Context: an optimization exercise on an open-source flow, tuned for small area, a short achievable clock period and few clock cycles per item. The choices shown serve that exercise and are no tape-out recipe.
Power is estimated from default activity; no workload was simulated.

## v6
==> flow/design.v <==
module ubc_enc (
    input  wire        clk,
    input  wire        rst,
    input  wire        start,
    input  wire        in_valid,
    input  wire        in_end,
    input  wire [7:0]  in_data,
    output wire        in_ready,
    output wire        out_valid,
    output wire [20:0] out_data,
    input  wire        out_ready,
    output wire [1:0]  phase,
    output wire [31:0] in_count,
    output wire [31:0] out_count
);
    reg        busy, done;
    reg        ending;        
    reg [1:0]  wcnt;          
    reg        tail;          
    reg        run;           
    reg [7:0]  w0, w1;
    reg [11:0] rc;
    reg        ov;
    reg [15:0] od;
    reg        hv, he;        
    reg [7:0]  hd;
    reg [31:0] in_cnt, out_cnt;
    function [15:0] u8(input [7:0] b);
        u8 = {8'h04, b};
    endfunction
    function [15:0] u12(input [11:0] n);
        u12 = {8'h4E + {4'd0, n[11:8]}, n[7:0]};
    endfunction
    function [15:0] apack(input [7:0] a, input [7:0] b);
        apack = {8'h5E + {2'd0, a[6], b[6], a[5:2]}, a[1:0], b[5:0]};
    endfunction
    wire oflow   = !ov || out_ready;                  
    wire fin     = busy && ending && !hv && wcnt == 2'd0 && !ov;
    wire take    = in_valid && in_ready;
    wire xv      = hv || take;                        
    wire xe      = hv ? he : in_end;
    wire [7:0] xd = hv ? hd : in_data;
    wire step    = xv && oflow;
    wire flush   = busy && ending && !hv && wcnt != 2'd0 && oflow;
    assign in_ready  = busy && !ending && !hv;
    assign out_valid = ov;
    assign out_data  = {5'd0, od};
    assign phase     = (fin || done) ? 2'd2 : (busy ? 2'd1 : 2'd0);
    assign in_count  = in_cnt;
    assign out_count = out_cnt;
    wire newtx = start && (!busy || fin);
    wire inc_o = (step || flush) && emit;
    wire inc_i = take && !in_end;
    wire same1  = (xd == w0);
    wire same01 = (w0 == w1);
    wire asc    = !w0[7] && !w1[7];
    reg        emit;
    reg [15:0] s;
    always @(*) begin
        emit = 1'b0;
        s    = u8(w0);
        if (xe || flush) begin
            if (run) begin
                emit = 1'b1;
                s    = u12(rc);
            end else if (tail) begin
                emit = 1'b1;
                s    = u12({w0[3:0], w1});
            end else if (wcnt == 2'd2 && asc) begin
                emit = 1'b1;
                s    = apack(w0, w1);
            end else if (wcnt != 2'd0) begin
                emit = 1'b1;
                s    = u8(w0);
            end
        end else if (run) begin
            if (!(same1 && rc != 12'd4095)) begin
                emit = 1'b1;
                s    = u12(rc);
            end
        end else if (tail) begin
            emit = 1'b1;
            s    = u12({w0[3:0], w1});
        end else if (wcnt == 2'd2) begin
            emit = 1'b1;
            if (same01 && xd == w1)
                s = u8(w0);
            else if (asc)
                s = apack(w0, w1);
            else
                s = u12({w0, w1[7:4]});
        end
    end
    always @(posedge clk) begin
        if (rst) begin
            busy <= 1'b0;
            done <= 1'b0;
            ov   <= 1'b0;
            hv   <= 1'b0;
        end else begin
            if (ov && out_ready)
                ov <= 1'b0;
            if (newtx) begin
                busy    <= 1'b1;
                done    <= 1'b0;
                ending  <= 1'b0;
                wcnt    <= 2'd0;
                tail    <= 1'b0;
                run     <= 1'b0;
                hv      <= 1'b0;
            end else begin
                if (take && in_end)
                    ending <= 1'b1;
                if (take && !oflow) begin
                    hv <= 1'b1;
                    he <= in_end;
                    hd <= in_data;
                end else if (oflow) begin
                    hv <= 1'b0;
                end
                if (fin) begin
                    busy <= 1'b0;
                    done <= 1'b1;
                end
                if (step || flush) begin
                    if (emit) begin
                        ov      <= 1'b1;
                        od      <= s;
                    end
                    if (xe || flush) begin
                        run    <= 1'b0;
                        tail   <= 1'b0;
                        if (!run && !tail && wcnt == 2'd2 && !asc) begin
                            w0   <= w1;
                            wcnt <= 2'd1;
                        end else begin
                            wcnt <= 2'd0;
                        end
                    end else begin
                        if (run) begin
                            if (same1 && rc != 12'd4095) begin
                                rc <= rc + 12'd1;
                            end else begin
                                run  <= 1'b0;
                                w0   <= xd;
                                wcnt <= 2'd1;
                            end
                        end else if (tail) begin
                            tail <= 1'b0;
                            w0   <= xd;
                            wcnt <= 2'd1;
                        end else if (wcnt == 2'd0) begin
                            w0   <= xd;
                            wcnt <= 2'd1;
                        end else if (wcnt == 2'd1) begin
                            w1   <= xd;
                            wcnt <= 2'd2;
                        end else if (same01 && xd == w1) begin
                            run  <= 1'b1;
                            rc   <= 12'd3;
                            wcnt <= 2'd0;
                        end else if (asc) begin
                            w0   <= xd;
                            wcnt <= 2'd1;
                        end else begin
                            tail <= 1'b1;
                            w0   <= w1;
                            w1   <= xd;
                        end
                    end
                end
            end
        end
    end
    always @(posedge clk) begin
        in_cnt  <= newtx ? 32'd0 : in_cnt + {31'd0, inc_i};
        out_cnt <= newtx ? 32'd0 : out_cnt + {31'd0, inc_o};
    end
endmodule
module ubc_dec (
    input  wire        clk,
    input  wire        rst,
    input  wire        start,
    input  wire        mode,         
    input  wire        in_valid,
    input  wire        in_end,
    input  wire [20:0] in_data,
    output wire        in_ready,
    output wire        out_valid,
    output wire [7:0]  out_data,
    input  wire        out_ready,
    output wire [1:0]  phase,
    output wire [31:0] idx,
    output wire [31:0] out_count,
    output wire [1:0]  err_kind,
    output wire [31:0] err_idx,
    output wire [6:0]  err_sel
);
    localparam [1:0] IDLE = 2'd0, BUSY = 2'd1, DRAIN = 2'd2, DONE = 2'd3;
    reg [1:0]  st;
    reg        cmode;
    reg        ending;
    reg        pv;           
    reg [1:0]  pc;           
    reg [11:0] P;            
    reg [11:0] S;            
    reg        em;           
    reg        isrun;        
    reg        isp2;         
    reg [1:0]  k;            
    reg        addp;         
    reg [31:0] idx_r, ocnt;
    reg [31:0] pidx;         
    reg [1:0]  kind;
    reg [2:0]  c1;
    wire hi0   = (in_data[20:16] == 5'd0);
    wire [6:0] t = in_data[15:9];
    wire is8   = hi0 && in_data[15:8] == 8'h04;
    wire is12  = hi0 && t >= 7'h27 && t <= 7'h2E;
    wire isA   = hi0 && t >= 7'h2F && t <= 7'h4E;
    wire isLB  = hi0 && (in_data[15:0] == 16'h000A || in_data[15:0] == 16'h000D);
    wire [11:0] n12 = {in_data[11:9] + 3'd1, in_data[8:0]};
    wire [4:0]  dA  = in_data[13:9] + 5'd17;    
    wire [2:0]  c   = isA ? {1'b1, dA[4:3]} : {1'b0, is12, is8};
    wire act   = (st == BUSY);
    wire take  = in_valid && in_ready;
    wire dat   = take && !in_end && !isLB && act;
    wire xfer  = out_valid && out_ready;
    wire plast = isrun ? (S == 12'd1) : (k == 2'd2);
    assign in_ready  = (st == BUSY || st == DRAIN) && !ending && !em;
    assign out_valid = em;
    assign out_data  = isrun ? P[11:4] : (k == 2'd0 ? P[11:4] : (k == 2'd1 ? {P[3:0], S[11:8]} : S[7:0]));
    assign phase     = st;
    assign idx       = idx_r;
    assign out_count = ocnt;
    assign err_kind  = kind;
    assign err_idx   = (kind == 2'd0) ? 32'd0 : pidx;
    assign err_sel   = (kind == 2'd1) ? {1'b1, c1, 1'b0, pc} : (kind == 2'd2 ? {5'd0, pc} : 7'd0);
    wire newtx = start && (st == IDLE || st == DONE);
    wire [11:0] amt = addp ? (isrun ? S : (isp2 ? 12'd2 : 12'd3)) : 12'd0;
    wire pair_t3 = pc == 2'd2 && is12;
    wire pair_rn = pc == 2'd1 && is12;
    wire pair_p2 = pc == 2'd1 && is8;
    always @(posedge clk) begin
        if (rst) begin
            st <= IDLE;
            em <= 1'b0;
        end else begin
            addp <= 1'b0;
            if (xfer) begin
                if (isrun)
                    S <= S - 12'd1;
                k <= (isp2 && k == 2'd0) ? 2'd2 : k + 2'd1;
                if (plast)
                    em <= 1'b0;
            end
            if (newtx) begin
                st     <= BUSY;
                cmode  <= mode;
                ending <= 1'b0;
                pv     <= 1'b0;
                em     <= 1'b0;
                addp   <= 1'b0;
                kind   <= 2'd0;
            end else if (ending) begin
                if (!em && !addp)
                    st <= DONE;
            end else if (take && in_end) begin
                ending <= 1'b1;
                pv     <= 1'b0;
                if (act && pv) begin
                    if (pc == 2'd1) begin
                        S     <= 12'd1;
                        isrun <= 1'b1;
                        addp  <= 1'b1;
                        em    <= !cmode;
                    end else begin
                        kind <= 2'd2;
                    end
                end
            end else if (dat) begin
                k     <= 2'd0;
                if (!pv) begin
                    if (isA) begin
                        P[11:4] <= {1'b0, dA[4], dA[2:0], in_data[8:6]};
                        S[7:0]  <= {1'b0, dA[3], in_data[5:0]};
                        isrun   <= 1'b0;
                        isp2    <= 1'b1;
                        addp    <= 1'b1;
                        em      <= !cmode;
                    end else begin
                        pv   <= 1'b1;
                        pidx <= idx_r;
                        pc   <= {is12, is8};
                        P  <= is8 ? {in_data[7:0], 4'd0} : n12;
                    end
                end else begin
                    pv <= 1'b0;
                    S  <= is8 ? {4'd0, in_data[7:0]} : n12;
                    if (pair_t3 || pair_rn || pair_p2) begin
                        isrun <= pair_rn;
                        isp2  <= pair_p2;
                        addp  <= 1'b1;
                        em    <= !cmode && !(pair_rn && n12 == 12'd0);
                    end else begin
                        kind <= 2'd1;
                        c1   <= c;
                        st   <= DRAIN;
                    end
                end
            end
        end
    end
    always @(posedge clk) begin
        idx_r <= newtx ? 32'd0 : idx_r + {31'd0, dat};
        ocnt  <= newtx ? 32'd0 : ocnt + {20'd0, amt};
    end
endmodule
module ubc_codec (
    input  wire        clk,
    input  wire        rst,
    input  wire        enc_start,
    input  wire        enc_in_valid,
    input  wire        enc_in_end,
    input  wire [7:0]  enc_in_data,
    output wire        enc_in_ready,
    output wire        enc_out_valid,
    output wire [20:0] enc_out_data,
    input  wire        enc_out_ready,
    output wire [1:0]  enc_phase,
    output wire [31:0] enc_in_count,
    output wire [31:0] enc_out_count,
    input  wire        dec_start,
    input  wire        dec_mode,
    input  wire        dec_in_valid,
    input  wire        dec_in_end,
    input  wire [20:0] dec_in_data,
    output wire        dec_in_ready,
    output wire        dec_out_valid,
    output wire [7:0]  dec_out_data,
    input  wire        dec_out_ready,
    output wire [1:0]  dec_phase,
    output wire [31:0] dec_idx,
    output wire [31:0] dec_out_count,
    output wire [1:0]  dec_err_kind,
    output wire [31:0] dec_err_idx,
    output wire [6:0]  dec_err_sel
);
    ubc_enc u_enc (
        .clk       (clk),
        .rst       (rst),
        .start     (enc_start),
        .in_valid  (enc_in_valid),
        .in_end    (enc_in_end),
        .in_data   (enc_in_data),
        .in_ready  (enc_in_ready),
        .out_valid (enc_out_valid),
        .out_data  (enc_out_data),
        .out_ready (enc_out_ready),
        .phase     (enc_phase),
        .in_count  (enc_in_count),
        .out_count (enc_out_count)
    );
    ubc_dec u_dec (
        .clk       (clk),
        .rst       (rst),
        .start     (dec_start),
        .mode      (dec_mode),
        .in_valid  (dec_in_valid),
        .in_end    (dec_in_end),
        .in_data   (dec_in_data),
        .in_ready  (dec_in_ready),
        .out_valid (dec_out_valid),
        .out_data  (dec_out_data),
        .out_ready (dec_out_ready),
        .phase     (dec_phase),
        .idx       (dec_idx),
        .out_count (dec_out_count),
        .err_kind  (dec_err_kind),
        .err_idx   (dec_err_idx),
        .err_sel   (dec_err_sel)
    );
endmodule
==> flow/config.mk <==
export PLATFORM = sky130hd
export DESIGN_NAME = ubc_codec
export DESIGN_NICKNAME = ubc_codec
export VERILOG_FILES = /design/flow/design.v
export SDC_FILE = /design/flow/constraint.sdc
export NUM_CORES = 4
export LEC_CHECK = 0
export ABC_CLOCK_PERIOD_IN_PS = 3000
export CAP_MARGIN = 20
export CORE_MARGIN = 2
export CORE_UTILIZATION = 40
export SETUP_SLACK_MARGIN = 3.0
export SLEW_MARGIN = 20
==> flow/constraint.sdc <==
create_clock -name core_clock -period 6.0 [get_ports {clk}]
set_input_delay 1.2000 -clock core_clock [delete_from_list [all_inputs] [get_ports {clk}]]
set_output_delay 1.2000 -clock core_clock [all_outputs]
set_load 0.01 [all_outputs]
standard.sh (not shown) runs the stock make flow with config.mk's settings and CLKGATE_MAP_FILE= SYNTH_SCRIPT=/design/flow/synth_recipe.tcl, a recipe that flattens the netlist after the stock synthesis.
==> flow/flow/run.sh <==
#!/bin/bash
# Standard layout, with plain buf_1 cells as the port buffers.
set -euo pipefail
export BUFFER_PORTS_ARGS="-buffer_cell sky130_fd_sc_hd__buf_1"
bash standard.sh > standard_flow.log 2>&1
For v7, these inputs were changed with respect to v6:
diff --git a/flow/design.v b/flow/design.v
--- a/flow/design.v
+++ b/flow/design.v
@@ -49,7 +49,4 @@
     assign in_count  = in_cnt;
     assign out_count = out_cnt;
-    wire newtx = start && (!busy || fin);
-    wire inc_o = (step || flush) && emit;
-    wire inc_i = take && !in_end;
     wire same1  = (xd == w0);
     wire same01 = (w0 == w1);
@@ -101,5 +98,5 @@
             if (ov && out_ready)
                 ov <= 1'b0;
-            if (newtx) begin
+            if (start && (!busy || fin)) begin
                 busy    <= 1'b1;
                 done    <= 1'b0;
@@ -108,4 +105,6 @@
                 tail    <= 1'b0;
                 run     <= 1'b0;
+                in_cnt  <= 32'd0;
+                out_cnt <= 32'd0;
                 hv      <= 1'b0;
             end else begin
@@ -127,4 +126,5 @@
                         ov      <= 1'b1;
                         od      <= s;
+                        out_cnt <= out_cnt + 32'd1;
                     end
                     if (xe || flush) begin
@@ -138,4 +138,5 @@
                         end
                     end else begin
+                        in_cnt <= in_cnt + 32'd1;
                         if (run) begin
                             if (same1 && rc != 12'd4095) begin
@@ -173,8 +174,4 @@
         end
     end
-    always @(posedge clk) begin
-        in_cnt  <= newtx ? 32'd0 : in_cnt + {31'd0, inc_i};
-        out_cnt <= newtx ? 32'd0 : out_cnt + {31'd0, inc_o};
-    end
 endmodule
 module ubc_dec (
@@ -237,6 +234,4 @@
     assign err_idx   = (kind == 2'd0) ? 32'd0 : pidx;
     assign err_sel   = (kind == 2'd1) ? {1'b1, c1, 1'b0, pc} : (kind == 2'd2 ? {5'd0, pc} : 7'd0);
-    wire newtx = start && (st == IDLE || st == DONE);
-    wire [11:0] amt = addp ? (isrun ? S : (isp2 ? 12'd2 : 12'd3)) : 12'd0;
     wire pair_t3 = pc == 2'd2 && is12;
     wire pair_rn = pc == 2'd1 && is12;
@@ -247,4 +242,6 @@
             em <= 1'b0;
         end else begin
+            if (addp)
+                ocnt <= ocnt + (isrun ? {20'd0, S} : (isp2 ? 32'd2 : 32'd3));
             addp <= 1'b0;
             if (xfer) begin
@@ -255,5 +252,5 @@
                     em <= 1'b0;
             end
-            if (newtx) begin
+            if (start && (st == IDLE || st == DONE)) begin
                 st     <= BUSY;
                 cmode  <= mode;
@@ -262,4 +259,6 @@
                 em     <= 1'b0;
                 addp   <= 1'b0;
+                idx_r  <= 32'd0;
+                ocnt   <= 32'd0;
                 kind   <= 2'd0;
             end else if (ending) begin
@@ -280,4 +279,5 @@
                 end
             end else if (dat) begin
+                idx_r <= idx_r + 32'd1;
                 k     <= 2'd0;
                 if (!pv) begin
@@ -312,8 +312,4 @@
         end
     end
-    always @(posedge clk) begin
-        idx_r <= newtx ? 32'd0 : idx_r + {31'd0, dat};
-        ocnt  <= newtx ? 32'd0 : ocnt + {20'd0, amt};
-    end
 endmodule
 module ubc_codec (
==> comparison <==
Every stage of the flow completed for v7, and the final layout passed the timing, design-rule and antenna checks.
Changes observed in v7 relative to v6: number of clock-tree buffers in the layout stayed essentially flat; cell count rose by 39; die outline height rose by about 5%; global placement routability congestion fell by 0.022.
The estimated power of v7 ends up higher than the estimate for v6.
v7 against v6: maximum number of pins on one net before global-route repair rose about 4.6%; netlist area before placement up 1500 um^2; post-placement worst setup slack up 190 ps.
Re HPWL reported at the end of detailed placement: v6 and v7 aren't equal, and the higher value belongs to v7.
Looking at capturing instance or port of the critical path, the dec_out_data[3] result is from v6; the dec_out_data[2] one comes from v7.
In the tables for v6 and v7, sequential share of power reads lower with v6.
Compared with v6, v7 shows total of cells resized after clock tree synthesis higher by 6.
Summary of v7 over v6: footprint of the multi-input gates shrank by about 1.1%; wire length of the first global-routing pass grew by about 6%.
v7 — final cell utilization of the core 3.6 points lower, v6 as reference
No run of this note included a check of the RTL's function; only the layout flow was run.

-- re-timing with driven ports --
The results above use ideal ports. As a check the final layouts listed here were re-extracted and re-timed, cells and wires unchanged.
Step 1 sets driving cells, clkbuf_16 on the clock port and buf_2 on the other inputs (assumed; they add their load-dependent delay and slew).
Step 2 adds t to the input delays and takes it off the output delays; t is the mean of the earliest and latest rising clock arrival at the registers after step 1. Input paths then give back, and output paths get back, about the clock's delay inside the block.
Three values: ideal ports, drivers, drivers and shift; two values: the first two.
| run | t, ns | slack for setup (ns) | worst hold slack (ns) | worst setup path after step 2 | worst register clock-pin slew, ns |
|---|---|---|---|---|---|
| v6 | 0.607 | 2.919 / 2.865 / 2.393 | 0.481 / 0.481 / 0.481 | input to register | 0.06 / 0.06 |
| v7 | 0.623 | 2.877 / 2.826 / 2.424 | 0.515 / 0.515 / 0.515 | input to register | 0.07 / 0.07 |
After both steps setup and hold are still met in every run listed. For v6, which loses most, drivers alone change the setup slack by -0.054 ns; drivers and shift together by -0.526 ns.
